Source: an optimization exercise on an open RTL-to-GDS flow (aim: small area). Production flows keep margins and buffers that such runs may drop.
Function was checked by simulation only, so behaviour that the tests miss may differ from the original.
Power is estimated from default activity; no workload was simulated.

==> flow/design.v (excerpt) <==
module pyro_radio_b (
    input  wire          clk,
    input  wire          rst,             
    input  wire          frame_valid,
    input  wire [175:0]  frame,
    input  wire [31:0]   now,             
    output reg           st_valid,        
    output reg  [1:0]    st_code,         
    output reg  [43:0]   ch_off,          
    output reg  [47:0]   mouse,           
    output reg  [15:0]   mbtn_raw,        
    output reg  [15:0]   key_raw,
    output reg  [1:0]    sw_stable,       
    output reg  [6:0]    sw_event,        
    output reg  [31:0]   sw_change_time,  
    output wire [65:0]   btn_event,       
    output wire [21:0]   btn_stable,
    output wire [21:0]   btn_pending,
    output wire [175:0]  btn_repeat,      
    output wire [703:0]  btn_hold_time,   
    output reg           online
);
    localparam NBTN = 22;
    wire crc_ok;
    pyro_crc16_check u_crc (.frame(frame), .ok(crc_ok));
    wire [63:0] F = frame[79:16];
    wire [10:0] ch0 = F[10:0];
  ...
For scale: ~7200 cells after synthesis, roughly 1400 I/O pins.
export LEC_CHECK = 0
export CAP_MARGIN = 20
export CORE_MARGIN = 2
export CORE_UTILIZATION = 40
export SLEW_MARGIN = 20
create_clock -name core_clock -period 15.0 [get_ports {clk}]
standard.sh (not shown) runs the stock make flow with config.mk's settings and CLKGATE_MAP_FILE= SYNTH_SCRIPT=/design/flow/synth_recipe.tcl, a recipe that flattens the netlist after the stock synthesis.
==> flow/flow/run.sh <==
#!/bin/bash
# Layout flow: the standard ORFS flow (standard.sh), with these changes to
# how the layout is made:
#  - synthesis is the standard flow's synthesis script with another ABC mapping script
#    (flow/synth.tcl, flow/abc_area.script): an area-recovering mapping
#    without ABC's own buffering and upsizing;
#  - the port buffers that global placement inserts are sky130_fd_sc_hd__buf_1;
#  - clock tree synthesis inserts no dummy loads.
# Each tool's full output goes to the ORFS logs under orfs/logs/, and the make
# output to flow_make.log in this folder.
set -euo pipefail
here=$(pwd)
export FLOW_ABC_SCRIPT="$here/flow/abc_area.script"
export BUFFER_PORTS_ARGS="-buffer_cell sky130_fd_sc_hd__buf_1"
export CTS_ARGS="-sink_clustering_enable -repair_clock_nets -dont_use_dummy_load"
bash standard.sh SYNTH_SCRIPT="$here/flow/synth.tcl" finish > flow_make.log 2>&1
==> flow/flow/abc_area.script <==
&get -n
&st
&dch
&nf
&st
&syn2
&synch2
&nf
&st
&dch
&nf -R 1000
&put
topo
stime -c
==> flow/flow/synth.tcl <==
# The standard flow's synthesis script (synth_recipe.tcl), with ORFS's ABC speed script
# replaced by abc_area.script from this folder: the same Yosys flow and the
# same registers, only the gate mapping of the logic differs.
proc synth {args} { yosys synth -nofsm -noshare {*}$args }
proc abc {args} {
  set i [lsearch -exact $args -script]
  if { $i >= 0 } {
    set args [lreplace $args [expr {$i + 1}] [expr {$i + 1}] $::env(FLOW_ABC_SCRIPT)]
  }
  puts "abc with: $args"
  yosys abc {*}$args
}
source $::env(SCRIPTS_DIR)/synth.tcl
# left out here: clear keep_hierarchy, flatten, clean up, hide names made inside functions, write 1_2_yosys.v
Then changed:
==> flow/run.sh (new file) <==
#!/bin/bash
# synth_recipe.tcl (not shown) runs the flow's synth.tcl, then flattens the netlist and writes it again
# the make line also repeats each setting of config.mk as NAME=value (left out here)
make -C /OpenROAD-flow-scripts/flow DESIGN_CONFIG=/design/flow/config.mk WORK_HOME=/design/flow/orfs CLKGATE_MAP_FILE= SYNTH_SCRIPT=/design/flow/synth_recipe.tcl finish
- CTS_BUF_LIST: default -> sky130_fd_sc_hd__clkbuf_4 sky130_fd_sc_hd__clkbuf_8
removed: flow/flow/run.sh
removed: flow/flow/abc_area.script
removed: flow/flow/synth.tcl
removed: flow/standard.sh
Effect:
- The changed run passed the timing, design-rule and antenna checks
- global-route usage increases by 0.70 points
- die area increases by about 5.3%
- worst setup slack is better by 190 ps
Then changed:
==> flow/flow/run.sh (new file) <==
#!/bin/bash
# Layout flow: the standard ORFS flow (standard.sh, with the standard
# synthesis unchanged), with these changes to how the layout is made:
#  - the port buffers that global placement inserts are sky130_fd_sc_hd__buf_1
#    instead of the cell buffer_ports would pick by itself;
#  - clock tree synthesis inserts no dummy loads.
# Each tool's full output goes to the ORFS logs under orfs/logs/, and the make
# output to flow_make.log in this folder.
set -euo pipefail
export BUFFER_PORTS_ARGS="-buffer_cell sky130_fd_sc_hd__buf_1"
export CTS_ARGS="-sink_clustering_enable -repair_clock_nets -dont_use_dummy_load"
bash standard.sh > flow_make.log 2>&1
==> flow/standard.sh (new file) <==
#!/bin/bash
# synth_recipe.tcl (not shown) runs the flow's synth.tcl, then flattens the netlist and writes it again
# the make line also repeats each setting of config.mk as NAME=value (left out here)
make -C /OpenROAD-flow-scripts/flow DESIGN_CONFIG=/design/flow/config.mk WORK_HOME=/design/flow/orfs CLKGATE_MAP_FILE= SYNTH_SCRIPT=/design/flow/synth_recipe.tcl "${@:-finish}"
- CTS_BUF_LIST: sky130_fd_sc_hd__clkbuf_4 sky130_fd_sc_hd__clkbuf_8 -> default
removed: flow/run.sh
The changed run ran to the end with no violations.
Clock skew shrinks by 11 ps.
Routed wire length is lower by a few percent.
First-iteration DRC count rose by a few percent.
Clock power went down by roughly a tenth.
Synthesized cell count stays the same.
Setup slack is worse by 180 ps.
Global-route usage is lower by 1.0 points.
Cell count drops by a few percent.
Final area shrinks by roughly a tenth.
Clock-buffer cell count drops by 271.
Critical path depth stays the same.
Then changed:
==> flow/flow/run.sh (replaced) <==
#!/bin/bash
# Layout flow: the standard ORFS flow (standard.sh), with these changes to
# how the layout is made:
#  - synthesis is the standard flow's synthesis script with another ABC mapping script
#    (flow/synth.tcl, flow/abc_area.script): an area-recovering mapping
#    without ABC's own buffering and upsizing;
#  - the port buffers that global placement inserts are sky130_fd_sc_hd__buf_1;
#  - clock tree synthesis inserts no dummy loads.
# Each tool's full output goes to the ORFS logs under orfs/logs/, and the make
# output to flow_make.log in this folder.
set -euo pipefail
here=$(pwd)
export FLOW_ABC_SCRIPT="$here/flow/abc_area.script"
export BUFFER_PORTS_ARGS="-buffer_cell sky130_fd_sc_hd__buf_1"
export CTS_ARGS="-sink_clustering_enable -repair_clock_nets -dont_use_dummy_load -sink_clustering_size 30 -sink_clustering_max_diameter 100"
bash standard.sh SYNTH_SCRIPT="$here/flow/synth.tcl" finish > flow_make.log 2>&1
==> flow/flow/abc_area.script (new file) <==
&get -n
&st
&dch
&nf
&st
&syn2
&synch2
&nf
&st
&dch
&nf -R 1000
&put
topo
stime -c
==> flow/flow/synth.tcl (new file) <==
# The standard flow's synthesis script (synth_recipe.tcl), with ORFS's ABC speed script
# replaced by abc_area.script from this folder: the same Yosys flow and the
# same registers, only the gate mapping of the logic differs.
proc synth {args} { yosys synth -nofsm -noshare {*}$args }
proc abc {args} {
  set i [lsearch -exact $args -script]
  if { $i >= 0 } {
    set args [lreplace $args [expr {$i + 1}] [expr {$i + 1}] $::env(FLOW_ABC_SCRIPT)]
  }
  puts "abc with: $args"
  yosys abc {*}$args
}
source $::env(SCRIPTS_DIR)/synth.tcl
# left out here: clear keep_hierarchy, flatten, clean up, hide names made inside functions, write 1_2_yosys.v
Worst setup slack improves by 32 ps.
Final area falls by 6.0%.
Clock power falls by 41%.

========
Setup of build 44:
pyro_radio_b, a different RTL version from the one above (not shown whole).
Size: roughly 6,800 cells after synthesis, roughly 1,500 flip-flops, about 1,400 I/O pins.
export LEC_CHECK = 0
export CAP_MARGIN = 20
export CORE_MARGIN = 2
export CORE_UTILIZATION = 40
export GPL_ROUTABILITY_DRIVEN = 0
export SLEW_MARGIN = 20
create_clock -name core_clock -period 15.0 [get_ports {clk}]
==> flow/flow/run.sh <==
#!/bin/bash
# Layout flow: the standard ORFS flow (standard.sh), with these changes to
# how the layout is made:
#  - synthesis is the standard flow's synthesis script with another ABC mapping script
#    (flow/synth.tcl, flow/abc_area.script): an area-recovering mapping
#    without ABC's own buffering and upsizing;
#  - the port buffers that global placement inserts are sky130_fd_sc_hd__buf_1;
#  - clock tree synthesis inserts no dummy loads.
# Each tool's full output goes to the ORFS logs under orfs/logs/, and the make
# output to flow_make.log in this folder.
set -euo pipefail
here=$(pwd)
export FLOW_ABC_SCRIPT="$here/flow/abc_area.script"
export BUFFER_PORTS_ARGS="-buffer_cell sky130_fd_sc_hd__buf_1"
export CTS_ARGS="-sink_clustering_enable -repair_clock_nets -dont_use_dummy_load -sink_clustering_size 20 -sink_clustering_max_diameter 100"
bash standard.sh SYNTH_SCRIPT="$here/flow/synth.tcl" finish > flow_make.log 2>&1
==> flow/flow/abc_area.script <==
&get -n
&st
&dch
&nf
&st
&syn2
&synch2
&nf
&st
&dch
&nf -R 1000
&st
&dch -f
&nf -R 1000 -p
&put
topo
stime -c
==> flow/flow/synth.tcl <==
# The standard flow's synthesis script (synth_recipe.tcl), with ORFS's ABC speed script
# replaced by abc_area.script from this folder: the same Yosys flow and the
# same registers, only the gate mapping of the logic differs.
proc synth {args} { yosys synth -nofsm -noshare {*}$args }
proc abc {args} {
  set i [lsearch -exact $args -script]
  if { $i >= 0 } {
    set args [lreplace $args [expr {$i + 1}] [expr {$i + 1}] $::env(FLOW_ABC_SCRIPT)]
  }
  puts "abc with: $args"
  yosys abc {*}$args
}
source $::env(SCRIPTS_DIR)/synth.tcl
# left out here: clear keep_hierarchy, flatten, clean up, hide names made inside functions, write 1_2_yosys.v
[inputs] build 17 vs build 44
- GPL_ROUTABILITY_DRIVEN removed (was 0)
==> flow/flow/run.sh <==
#!/bin/bash
# Layout flow: the standard ORFS flow (standard.sh), with these changes to
# how the layout is made:
#  - synthesis is the standard flow's synthesis script with another ABC mapping script
#    (flow/synth.tcl, flow/abc_area.script): an area-recovering mapping
#    without ABC's own buffering and upsizing;
#  - the port buffers that global placement inserts are sky130_fd_sc_hd__buf_1;
#  - clock tree synthesis inserts no dummy loads and clusters up to 24
#    flip-flops within 120 um per leaf buffer.
# Each tool's full output goes to the ORFS logs under orfs/logs/, and the make
# output to flow_make.log in this folder.
set -euo pipefail
here=$(pwd)
export FLOW_ABC_SCRIPT="$here/flow/abc_area.script"
export BUFFER_PORTS_ARGS="-buffer_cell sky130_fd_sc_hd__buf_1"
export CTS_ARGS="-sink_clustering_enable -repair_clock_nets -dont_use_dummy_load -sink_clustering_size 24 -sink_clustering_max_diameter 120"
bash standard.sh SYNTH_SCRIPT="$here/flow/synth.tcl" finish > flow_make.log 2>&1
==> flow/flow/abc_area.script <==
&get -n
&st
&dch
&nf
&st
&syn2
&synch2
&nf
&st
&dch
&nf -R 1000
&st
&dch -f
&nf -R 1000 -p -F 10 -A 5 -C 32
&put
topo
stime -c
Notes after the runs:
Relative to build 44, clock group power decreased by about 8% in build 17. Synthesized area (build 17 over build 44): decrease, 280 um^2. From build 44 to build 17, H-tree level count did not move at all. Share of the final layout cell area in sequential cells is higher on build 17. Simple-gate area share of the yosys netlist for build 17: 0.32 points up relative to build 44. Count of clock-buffer cells in the layout went down by more than 10% going from build 44 to build 17. In the reports for build 17 and build 44, the smaller worst setup slack belongs to build 44. The higher proportion of layout cells with a drive suffix above 1 of build 17 and build 44 is in build 44. Changes observed in build 17 relative to build 44: count of plain and timing-repair buffers went up by 0.40%; final period demand of the worst path decreased by 0.0071 ns relative to the old numbers.
Changes in build 57 relative to build 17:
==> flow/flow/run.sh <==
#!/bin/bash
# Layout flow: the standard ORFS flow (standard.sh), with these changes to
# how the layout is made:
#  - synthesis is the standard flow's synthesis script with another ABC mapping script
#    (flow/synth.tcl, flow/abc_area.script): an area-recovering mapping
#    without ABC's own buffering and upsizing;
#  - the port buffers that global placement inserts are sky130_fd_sc_hd__buf_1;
#  - clock tree synthesis inserts no dummy loads.
# Each tool's full output goes to the ORFS logs under orfs/logs/, and the make
# output to flow_make.log in this folder.
set -euo pipefail
here=$(pwd)
export FLOW_ABC_SCRIPT="$here/flow/abc_area.script"
export BUFFER_PORTS_ARGS="-buffer_cell sky130_fd_sc_hd__buf_1"
export CTS_ARGS="-sink_clustering_enable -repair_clock_nets -dont_use_dummy_load -sink_clustering_size 20 -sink_clustering_max_diameter 100"
bash standard.sh SYNTH_SCRIPT="$here/flow/synth.tcl" finish > flow_make.log 2>&1
==> flow/flow/abc_area.script <==
&get -n
&st
&dch
&nf
&st
&syn2
&synch2
&nf
&st
&dch
&nf -R 1000
&st
&dch -f
&nf -R 1000 -p
&put
topo
stime -c
Findings:
- Looking at the reports, build 57 completed the entire flow and the layout it produced met the timing, design-rule and antenna checks.
- [compare] base=build 17 new=build 57: worst path setup slack after routing up 0.015 ns, sequential share of layout area now smaller, height of the die was more or less identical.
- Maximum frequency essentially unchanged between build 57 and build 17.
What build 49 does differently from build 57 at the input level:
- swapping 40 for 50 in CORE_UTILIZATION
==> flow/flow/run.sh <==
#!/bin/bash
# Layout flow: the standard ORFS flow (standard.sh), with these changes to
# how the layout is made:
#  - synthesis is the standard flow's synthesis script with another ABC mapping script
#    (flow/synth.tcl, flow/abc_area.script): an area-recovering mapping
#    without ABC's own buffering and upsizing;
#  - the port buffers that global placement inserts are sky130_fd_sc_hd__buf_1;
#  - clock tree synthesis inserts no dummy loads and clusters up to 24
#    flip-flops within 120 um per leaf buffer.
# Each tool's full output goes to the ORFS logs under orfs/logs/, and the make
# output to flow_make.log in this folder.
set -euo pipefail
here=$(pwd)
export FLOW_ABC_SCRIPT="$here/flow/abc_area.script"
export BUFFER_PORTS_ARGS="-buffer_cell sky130_fd_sc_hd__buf_1"
export CTS_ARGS="-sink_clustering_enable -repair_clock_nets -dont_use_dummy_load -sink_clustering_size 24 -sink_clustering_max_diameter 120"
bash standard.sh SYNTH_SCRIPT="$here/flow/synth.tcl" finish > flow_make.log 2>&1
Notes after the runs:
The worst vdd rail ir drop of build 57 and that of build 49 are within noise of each other.
Between build 49 and build 57, it is build 49 whose final period demand of the worst path is higher, by 0.026 ns.
Wire length (build 49 vs. build 57) decreases slightly
Build 49: cell count is 4.6% lower than what build 57 reported.
Changes observed in build 49 relative to build 57: TritonCTS buffer count went down by 18%, number of clock-tree buffers in the layout fell 16, setup slack after layout lost 0.026 ns.
Comparing build 49 against build 57, there is no change at all in number of placed I/O pins.

-- re-timing with driven ports --
No port has a modelled driver above. Below, the same layouts with a new extraction and two added sets of constraints. Step 1: set_driving_cell puts a clkbuf_16 on clk and a buf_2 on each other input, an assumption about the parent block. Step 2, shift: input delay + t, output delay - t, t = (earliest + latest rising clock arrival at the registers) / 2. This alone moves slack from input paths to output paths. Three values: ideal, step 1, step 2; two values: the first two.
run	t, ns	slack for setup (ns)	worst setup path at the end
the first run of note 1	0.877	0.199 / 0.260 / -0.618	input to register
the second run of note 1	1.098	0.388 / 0.454 / -0.644	input to register
the third run of note 1	0.888	0.207 / 0.287 / -0.601	input to register
the fourth run of note 1	0.794	0.239 / 0.306 / -0.488	input to register
build 44	0.809	0.214 / 0.287 / -0.522	input to register
build 17	0.833	0.221 / 0.299 / -0.533	input to register
build 57	0.819	0.236 / 0.286 / -0.532	input to register
build 49	0.780	0.210 / 0.278 / -0.502	input to register
Met with ideal ports but missed after step 2: setup timing in every run listed. The setup slack of the second run of note 1, which loses most, moves by +0.066 ns with the drivers and by -1.032 ns with both steps.
